Source: an optimization exercise on an open RTL-to-GDS flow (aim: small area, a short achievable clock period and few clock cycles per item). Production flows keep margins and buffers that such runs may drop. Function was checked by simulation only, so behaviour that the tests miss may differ from the original. No activity file was given, so power comes from the tool's default toggle rates.

===== run.sh =====
#!/bin/bash
# synth_recipe.tcl (not shown) runs the flow's synth.tcl, then flattens the netlist and writes it again
# the make line also repeats each setting of config.mk as NAME=value (left out here)
make -C /OpenROAD-flow-scripts/flow DESIGN_CONFIG=/design/flow/config.mk WORK_HOME=/design/flow/orfs CLKGATE_MAP_FILE= SYNTH_SCRIPT=/design/flow/synth_recipe.tcl finish

===== config.mk =====
export PLATFORM = sky130hd
export DESIGN_NAME = ffc_core
export DESIGN_NICKNAME = ffc_core
export VERILOG_FILES = /design/flow/design.v
export SDC_FILE = /design/flow/constraint.sdc
export NUM_CORES = 4
export LEC_CHECK = 0
export CAP_MARGIN = 20
export CORE_MARGIN = 2
export CORE_UTILIZATION = 40
export SLEW_MARGIN = 20
export SYNTH_MEMORY_MAX_BITS = 16384

===== constraint.sdc =====
create_clock -name core_clock -period 13.0 [get_ports {clk}]
set_input_delay 2.6000 -clock core_clock [delete_from_list [all_inputs] [get_ports {clk}]]
set_output_delay 2.6000 -clock core_clock [all_outputs]
set_load 0.01 [all_outputs]

===== design.v =====
module ffc_core (
    input  wire        clk,
    input  wire        rst_n,
    output wire        init_done,
    input  wire        cmd_valid,
    output wire        cmd_ready,
    input  wire [7:0]  cmd_op,
    input  wire [95:0] cmd_a,
    output wire        rsp_valid,
    input  wire        rsp_ready,
    output reg  [95:0] rsp_data,
    output reg  [7:0]  rsp_status
);
    localparam [2:0] OP_ENC  = 3'd0;
    localparam [2:0] OP_DEC  = 3'd1;
    localparam [2:0] OP_ENCR = 3'd2;
    localparam [2:0] OP_DECR = 3'd3;
    localparam [2:0] OP_CHK  = 3'd4;
    localparam [2:0] CLS_W8   = 3'd0;
    localparam [2:0] CLS_W16  = 3'd1;
    localparam [2:0] CLS_W32  = 3'd2;
    localparam [2:0] CLS_W64  = 3'd3;
    localparam [2:0] CLS_W64X = 3'd4;
    localparam [7:0] ST_OK  = 8'h00;
    localparam [7:0] ST_OOC = 8'h01;
    localparam [7:0] ST_ADJ = 8'h02;
    localparam [7:0] ST_ILL = 8'h04;
    localparam [1:0] S_IDLE = 2'd0;    
    localparam [1:0] S_ENC  = 2'd1;    
    localparam [1:0] S_DEC  = 2'd2;    
    localparam [1:0] S_RSP  = 2'd3;    
    function [63:0] fib_rom;
        input [6:0] i;
        begin
            case (i)
            7'd1: fib_rom = 64'd1;
            7'd2: fib_rom = 64'd2;
            7'd3: fib_rom = 64'd3;
            7'd4: fib_rom = 64'd5;
            7'd5: fib_rom = 64'd8;
            7'd6: fib_rom = 64'd13;
            7'd7: fib_rom = 64'd21;
            7'd8: fib_rom = 64'd34;
            7'd9: fib_rom = 64'd55;
            7'd10: fib_rom = 64'd89;
            7'd11: fib_rom = 64'd144;
            7'd12: fib_rom = 64'd233;
            7'd13: fib_rom = 64'd377;
            7'd14: fib_rom = 64'd610;
            7'd15: fib_rom = 64'd987;
            7'd16: fib_rom = 64'd1597;
            7'd17: fib_rom = 64'd2584;
            7'd18: fib_rom = 64'd4181;
            7'd19: fib_rom = 64'd6765;
            7'd20: fib_rom = 64'd10946;
            7'd21: fib_rom = 64'd17711;
            7'd22: fib_rom = 64'd28657;
            7'd23: fib_rom = 64'd46368;
            7'd24: fib_rom = 64'd75025;
            7'd25: fib_rom = 64'd121393;
            7'd26: fib_rom = 64'd196418;
            7'd27: fib_rom = 64'd317811;
            7'd28: fib_rom = 64'd514229;
            7'd29: fib_rom = 64'd832040;
            7'd30: fib_rom = 64'd1346269;
            7'd31: fib_rom = 64'd2178309;
            7'd32: fib_rom = 64'd3524578;
            7'd33: fib_rom = 64'd5702887;
            7'd34: fib_rom = 64'd9227465;
            7'd35: fib_rom = 64'd14930352;
            7'd36: fib_rom = 64'd24157817;
            7'd37: fib_rom = 64'd39088169;
            7'd38: fib_rom = 64'd63245986;
            7'd39: fib_rom = 64'd102334155;
            7'd40: fib_rom = 64'd165580141;
            7'd41: fib_rom = 64'd267914296;
            7'd42: fib_rom = 64'd433494437;
            7'd43: fib_rom = 64'd701408733;
            7'd44: fib_rom = 64'd1134903170;
            7'd45: fib_rom = 64'd1836311903;
            7'd46: fib_rom = 64'd2971215073;
            7'd47: fib_rom = 64'd4807526976;
            7'd48: fib_rom = 64'd7778742049;
            7'd49: fib_rom = 64'd12586269025;
            7'd50: fib_rom = 64'd20365011074;
            7'd51: fib_rom = 64'd32951280099;
            7'd52: fib_rom = 64'd53316291173;
            7'd53: fib_rom = 64'd86267571272;
            7'd54: fib_rom = 64'd139583862445;
            7'd55: fib_rom = 64'd225851433717;
            7'd56: fib_rom = 64'd365435296162;
            7'd57: fib_rom = 64'd591286729879;
            7'd58: fib_rom = 64'd956722026041;
            7'd59: fib_rom = 64'd1548008755920;
            7'd60: fib_rom = 64'd2504730781961;
            7'd61: fib_rom = 64'd4052739537881;
            7'd62: fib_rom = 64'd6557470319842;
            7'd63: fib_rom = 64'd10610209857723;
            7'd64: fib_rom = 64'd17167680177565;
            7'd65: fib_rom = 64'd27777890035288;
            7'd66: fib_rom = 64'd44945570212853;
            7'd67: fib_rom = 64'd72723460248141;
            7'd68: fib_rom = 64'd117669030460994;
            7'd69: fib_rom = 64'd190392490709135;
            7'd70: fib_rom = 64'd308061521170129;
            7'd71: fib_rom = 64'd498454011879264;
            7'd72: fib_rom = 64'd806515533049393;
            7'd73: fib_rom = 64'd1304969544928657;
            7'd74: fib_rom = 64'd2111485077978050;
            7'd75: fib_rom = 64'd3416454622906707;
            7'd76: fib_rom = 64'd5527939700884757;
            7'd77: fib_rom = 64'd8944394323791464;
            7'd78: fib_rom = 64'd14472334024676221;
            7'd79: fib_rom = 64'd23416728348467685;
            7'd80: fib_rom = 64'd37889062373143906;
            7'd81: fib_rom = 64'd61305790721611591;
            7'd82: fib_rom = 64'd99194853094755497;
            7'd83: fib_rom = 64'd160500643816367088;
            7'd84: fib_rom = 64'd259695496911122585;
            7'd85: fib_rom = 64'd420196140727489673;
            7'd86: fib_rom = 64'd679891637638612258;
            7'd87: fib_rom = 64'd1100087778366101931;
            7'd88: fib_rom = 64'd1779979416004714189;
            7'd89: fib_rom = 64'd2880067194370816120;
            7'd90: fib_rom = 64'd4660046610375530309;
            7'd91: fib_rom = 64'd7540113804746346429;
            7'd92: fib_rom = 64'd12200160415121876738;
            default: fib_rom = 64'd0;
            endcase
        end
    endfunction
    function [6:0] cls_cw;             
        input [2:0] cls;
        case (cls)
            CLS_W8:  cls_cw = 7'd16;
            CLS_W16: cls_cw = 7'd32;
            CLS_W32: cls_cw = 7'd48;
            CLS_W64: cls_cw = 7'd64;
            default: cls_cw = 7'd96;
        endcase
    endfunction
    function [6:0] cls_imax;           
        input [2:0] cls;
        case (cls)
            CLS_W8:  cls_imax = 7'd12;
            CLS_W16: cls_imax = 7'd23;
            CLS_W32: cls_imax = 7'd46;
            CLS_W64: cls_imax = 7'd64;
            default: cls_imax = 7'd92;
        endcase
    endfunction
    function [64:0] cls_vmax;          
        input [2:0] cls;
        case (cls)
            CLS_W8:  cls_vmax = 65'd256;
            CLS_W16: cls_vmax = 65'd65536;
            CLS_W32: cls_vmax = 65'd4294967296;
            CLS_W64: cls_vmax = 65'd27777890035287;
            default: cls_vmax = 65'h1_0000_0000_0000_0000;
        endcase
    endfunction
    wire [2:0] c_op  = cmd_op[5:3];
    wire [2:0] c_cls = cmd_op[2:0];
    wire       c_ill = (cmd_op[7:6] != 2'b00) || (c_op > OP_CHK) || (c_cls > CLS_W64X);
    wire       c_is_enc = (c_op == OP_ENC) || (c_op == OP_ENCR);
    wire       c_is_dec = (c_op == OP_DEC) || (c_op == OP_DECR);
    wire [6:0]  c_cw   = cls_cw(c_cls);
    wire [64:0] c_vmax = cls_vmax(c_cls);
    wire [95:0] c_mask  = (c_cw == 7'd96) ? {96{1'b1}} : ((96'd1 << c_cw) - 96'd1);
    wire        c_wide  = |(cmd_a & ~c_mask);
    wire [95:0] c_low   = cmd_a & c_mask;
    wire        c_adj   = |(c_low & (c_low >> 1));
    wire        c_enc_ooc = (cmd_a[95:65] != 31'd0) || ({1'b0, cmd_a[64:0]} + 66'd1 > {1'b0, c_vmax});
    wire        c_dec_top = (c_cls == CLS_W64X) && (cmd_a[95:92] != 4'd0);
    reg  [1:0]  state;
    reg         running;               
    reg  [2:0]  cls;                   
    reg  [6:0]  idx;                   
    reg  [6:0]  last;                  
    reg         adj;                   
    reg  [64:0] enc_v;                 
    reg  [95:0] enc_cw;                
    reg  [95:0] dec_c;                 
    reg  [71:0] dec_s;                 
    wire [6:0]  rom_idx = (state == S_ENC) ? idx : (idx + 7'd1);
    wire [63:0] fib     = fib_rom(rom_idx);
    wire        enc_take = ({1'b0, fib} <= enc_v);
    wire [64:0] enc_v_nx = enc_take ? (enc_v - {1'b0, fib}) : enc_v;
    wire [95:0] enc_bit  = 96'd1 << (idx - 7'd1);
    wire [71:0] dec_s_nx = dec_c[idx] ? (dec_s + {8'd0, fib}) : dec_s;
    wire [64:0] dec_vmax = cls_vmax(cls);
    assign init_done = running;
    assign cmd_ready = running && (state == S_IDLE);
    assign rsp_valid = running && (state == S_RSP);
    always @(posedge clk) begin
        if (!rst_n) begin
            running    <= 1'b0;
            state      <= S_IDLE;
            cls        <= 3'd0;
            idx        <= 7'd0;
            last       <= 7'd0;
            adj        <= 1'b0;
            enc_v      <= 65'd0;
            enc_cw     <= 96'd0;
            dec_c      <= 96'd0;
            dec_s      <= 72'd0;
            rsp_data   <= 96'd0;
            rsp_status <= 8'd0;
        end else begin
            running <= 1'b1;
            case (state)
                S_IDLE: begin
                    if (running && cmd_valid) begin
                        cls <= c_cls;
                        if (c_ill) begin
                            rsp_data   <= 96'd0;
                            rsp_status <= ST_ILL;
                            state      <= S_RSP;
                        end else if (c_op == OP_CHK) begin
                            if (c_wide) begin
                                rsp_data   <= 96'd0;
                                rsp_status <= ST_OOC;
                            end else begin
                                rsp_data   <= {95'd0, ~c_adj};
                                rsp_status <= c_adj ? ST_ADJ : ST_OK;
                            end
                            state <= S_RSP;
                        end else if (c_is_enc) begin
                            if (c_enc_ooc) begin
                                rsp_data   <= 96'd0;
                                rsp_status <= ST_OOC;
                                state      <= S_RSP;
                            end else begin
                                enc_v  <= cmd_a[64:0] + 65'd1;
                                enc_cw <= 96'd0;
                                idx    <= cls_imax(c_cls);
                                state  <= S_ENC;
                            end
                        end else if (c_is_dec) begin
                            if (c_wide || c_dec_top) begin
                                rsp_data   <= 96'd0;
                                rsp_status <= ST_OOC;
                                state      <= S_RSP;
                            end else begin
                                dec_c <= cmd_a;
                                dec_s <= 72'd0;
                                adj   <= c_adj;
                                idx   <= 7'd0;
                                last  <= (c_cls == CLS_W64X) ? 7'd91 : (c_cw - 7'd1);
                                state <= S_DEC;
                            end
                        end
                    end
                end
                S_ENC: begin
                    enc_v <= enc_v_nx;
                    if (enc_take)
                        enc_cw <= enc_cw | enc_bit;
                    idx <= idx - 7'd1;
                    if (enc_v_nx == 65'd0) begin
                        rsp_data   <= enc_take ? (enc_cw | enc_bit) : enc_cw;
                        rsp_status <= ST_OK;
                        state      <= S_RSP;
                    end
                end
                S_DEC: begin
                    dec_s <= dec_s_nx;
                    idx   <= idx + 7'd1;
                    if (idx == last) begin
                        if (dec_s_nx == 72'd0 || dec_s_nx > {7'd0, dec_vmax}) begin
                            rsp_data   <= 96'd0;
                            rsp_status <= ST_OOC;
                        end else begin
                            rsp_data   <= {24'd0, dec_s_nx - 72'd1};
                            rsp_status <= adj ? ST_ADJ : ST_OK;
                        end
                        state <= S_RSP;
                    end
                end
                S_RSP: begin
                    if (rsp_ready)
                        state <= S_IDLE;
                end
            endcase
        end
    end
endmodule

==> results.txt <==
-- worst max-delay path by stage --
| stage | start | cells past startpoint | endpoint |
|---|---|---|---|
| after detailed placement | idx[1] | 26 | rsp_data[63] |
| after floorplan | idx[2] | 31 | rsp_data[66] |
| after global placement | idx[1] | 28 | rsp_data[3] |
| after global routing | idx[1] | 24 | rsp_data[58] |
| final | idx[1] | 26 | rsp_data[3] |
| after CTS | idx[1] | 26 | rsp_data[63] |
-- report_power, final --
| group | internal [µW] | switching (µW) |
|---|---|---|
| sequential | 1430 | 82.0 |
| clock | 757 | 626 |
| combinational | 3000 | 6840 |
-- metrics by stage --
stage               power, µW  instances  instance area, µm²  setup WS, ns
detailed placement      10900       7087               43800          2.54
floorplan                7630       5900               41000          5.01
finish                  12700       7176               45300          2.16
global placement        11000       7087               43800          2.39
global route            13200       7173               45300          1.79
CTS                     12300       7172               45300          2.49
-- flip-flops by register name, indices dropped and copies added, names as in the netlist --
| register | cells |
|---|---|
| enc_v | 65 |
| last | 5 |
| state | 2 |
| rsp_data | 96 |
| idx | 7 |
| adj | 1 |
| running | 1 |
| enc_cw | 96 |
| dec_s | 72 |
| rsp_status | 3 |
| dec_c | 96 |
| cls | 3 |
-- cell usage in the layout (no fill, tap or decap), types with 47 or more instances in the layout --
cell type	Yosys	routed
a211oi_1	64	64
a21o_1	65	64
a21oi_1	661	660
a22oi_1	69	69
a31oi_1	66	66
and2_1	62	61
and3_1	51	51
buf_4	12	73
clkbuf_16	0	47
clkdlybuf4s50_1	0	208
dfxtp_1	447	445
ha_1	218	217
inv_1	149	148
mux2i_1	191	191
nand2_1	707	706
nand3_1	186	186
nand4_1	120	120
nor2_1	687	686
nor3_1	208	207
nor4_1	80	80
o211ai_1	61	61
o21ai_0	322	318
o22ai_1	101	101
or3_1	57	57
xnor2_1	154	148
xor2_1	78	76
-- area by class of cell --
cell class | count | area share
inverters | 154 | 0.0130
multi-input cells | 4832 | 0.658
diodes | 3 | 0.000166
well taps | 1368 | 0.0378
clock buffers | 66 | 0.0293
clock inverters | 19 | 0.00406
flip-flops and latches | 447 | 0.198
repair buffers | 287 | 0.0604
-- logic make-up (layout without fill, tap and decap cells) --
group,count (synthesis),count (layout)
xor gates and xnor gates,232,232
muxes,218,218
DFF,447,447
AOI/OAI and AO/OA,1826,1826
other,1,8
buffers and inverters,621,526
adders and majority gates,220,220
and+or+nand+nor,2331,2331
-- metal layers --
metal,vias to the layer above,part of all wire,global-route usage,wire length (µm)
met4,4,0.060,0.179,11600
met1,22301,0.40,0.451,78000
met3,583,0.096,0.0773,18700
li1,21325,-,-,-
met5,-,0.00014,0,27
met2,2602,0.44,0.562,85900
-- tightest hold or removal path: stages, from the launching register on --
cell	delay, ns
dfxtp_1	0.31
nand2_1	0.05
a21oi_1	0.05
==> results.txt <==
initial antenna violation count 8; layout-stage area growth over the synthesis result 10.5%; number of placement rows 117; worst hold path cell count 2; share of the yosys chip area belonging to registers 0.218; initial standard-cell utilization of the core 0.403; post-synthesis share of cell area spent on and, or, nand and nor gates 0.263; Congestion Overflow GR 0; result of the run no timing/DRC/antenna violations; clock tree skew after final layout 0.0492 ns; post-CTS setup buffer count 0; final estimated routing congestion in global placement 1.07; routed via count divided by cell count 6.52; relative max-transition margin 0.191; Clk Tree Root Cell clkbuf_16; RSZ-0062 raised after global routing false; GRT Total Usage 0.354; Worst Max-Slew Pin Slew 1.20 ns; setup slack, reg-to-reg 2.16 ns; final routed wire length divided by cell count between 20 and 30 µm; Slowest Stage Delay on Critical Path roughly 0.94 ns; total number of clock tree sinks 447; number of buffers and inverters on the critical path 5; number of buffers added on ports 209; area of the multi-input gates just under 0.03 mm²; MaxCap Viol Count 0; post-route ant nets 0; Post-synth EDFFs 0; core region area just over 0.1 mm²; final total negative setup slack 0 ns; count of synthesis-stage warnings from yosys 1; global-route wire length before repair around 280,000 µm; die width 324 µm; dominant register cell in the synthesized netlist dfxtp_1; total count of max-transition violations in the final report 0; total setup violations reported at the end of the flow 0; endpoint arrival time on the critical path 11.30 ns; critical hold path startpoint rsp_data[93]; maximum clock insertion buffer count 3; achievable clock frequency just over 90 MHz; post_cts resized 0; worst flop-to-flop path startpoint idx[1]; area fraction of the dominant cell type after synthesis 0.218; worst voltage drop across the vdd grid approximately 0.00028 V; number of nets in the final layout just over 6k; area fraction in compound gates after synthesis 0.283; min-delay worst type reg -> reg; post-synthesis register bit count approximately 450; most common cell in the netlist nand2_1; leading cell types by count after synthesis 707 x nand2_1, 687 x nor2_1, 661 x a21oi_1; post-synthesis cell area ~0.041 mm²; ys async rst share 0; CTS H-tree lvls 2; pin count of the biggest net entering global routing 171; detailed placement HPWL 148,000 µm; WS Path Type reg -> reg; Yosys cell types 99; Die Footprint between 0.1 and 0.15 mm²; synthesized netlist cell count between 5k and 6k; Via Count 46.8k; minimum clock period after layout roughly 11 ns; Hold Path Sink rsp_data[93]; cell leakage power 0.0173 µW; post-synthesis area per instance 6.95 µm²; xor-xnor portion of the synthesized cell area 0.0496; largest cells by area after synthesis dfxtp_1 22%, a21oi_1 8.1%, ha_1 6.7%, nand2_1 6.5%, nor2_1 6.3%; Tcrit/Tclk final 0.834; clock insertion delay at the later pin of the skew report 0.64 ns; Register Area 0.00895 mm²; total wire length ~190,000 µm; mux contribution to synthesized area 0.0590; number of placed I/O pins 215; Setup crit end kind flip-flop; total count of hold-check failures in the final report 0; combinational family with the most area after synthesis compound AO/OA/AOI/OAI gates; post-synthesis adder-cell area fraction 0.0675; Reg2Reg Capture Point rsp_data[3]; kind of cell adding the most delay to the critical path compound AO/OA/AOI/OAI gates; Critical Path Source Type flip-flop; clock slew at reported path FFs roughly 0.060 ns; number of buffers inserted during clock tree synthesis 47; count of unresolved DRC violations after routing 0; cell type with the largest total area after synthesis dfxtp_1; Filler Cell Count 10.7k; Die Span Y around 320 µm; core occupancy in the finished layout 0.445; number of optimization iterations in the first detailed-route pass 9; crit-path max FO between 40 and 50; vias in the first global route 43.1k; CP Data Required Time 13.46 ns; power per cell area 281 mW/mm²; highest-delay cell along the critical path o32ai_1; share of post-route cells with drive strength above 1 0.0496; first-iteration detailed-routing DRC count 5,912; number of cells on the worst reg-to-reg path 26; Worst Hold Slack 0.453 ns; Hold-fix buffers, CTS 0; clock tree from TritonCTS built
Testbench counts, summed over its fixed seeds: cycles 198,252, items 4,800.

[re-timing with driven ports]
The flow's constraints put no driver on any port. The routed layout listed below was extracted and timed again, unchanged, in two steps.
Step 1: set_driving_cell puts a clkbuf_16 on clk and a buf_2 on each other input, an assumption about the parent block.
Step 2 times the ports against the registers' clock, not the clock port: input delays grow and output delays shrink by t, the midpoint of the rising clock arrivals with the driver on.
Three values: ideal ports, drivers, drivers and shift; two values: the first two.
t, ns: 0.685
setup slack, ns: 2.156 / 2.156 / 2.156
latest minus earliest clock arrival (ns): 0.049 / 0.049
cell pins on the clock port's net: 1
After both steps setup and hold are still met in this run. For this run, drivers alone change the setup slack by 0.000 ns; drivers and shift together by 0.000 ns.
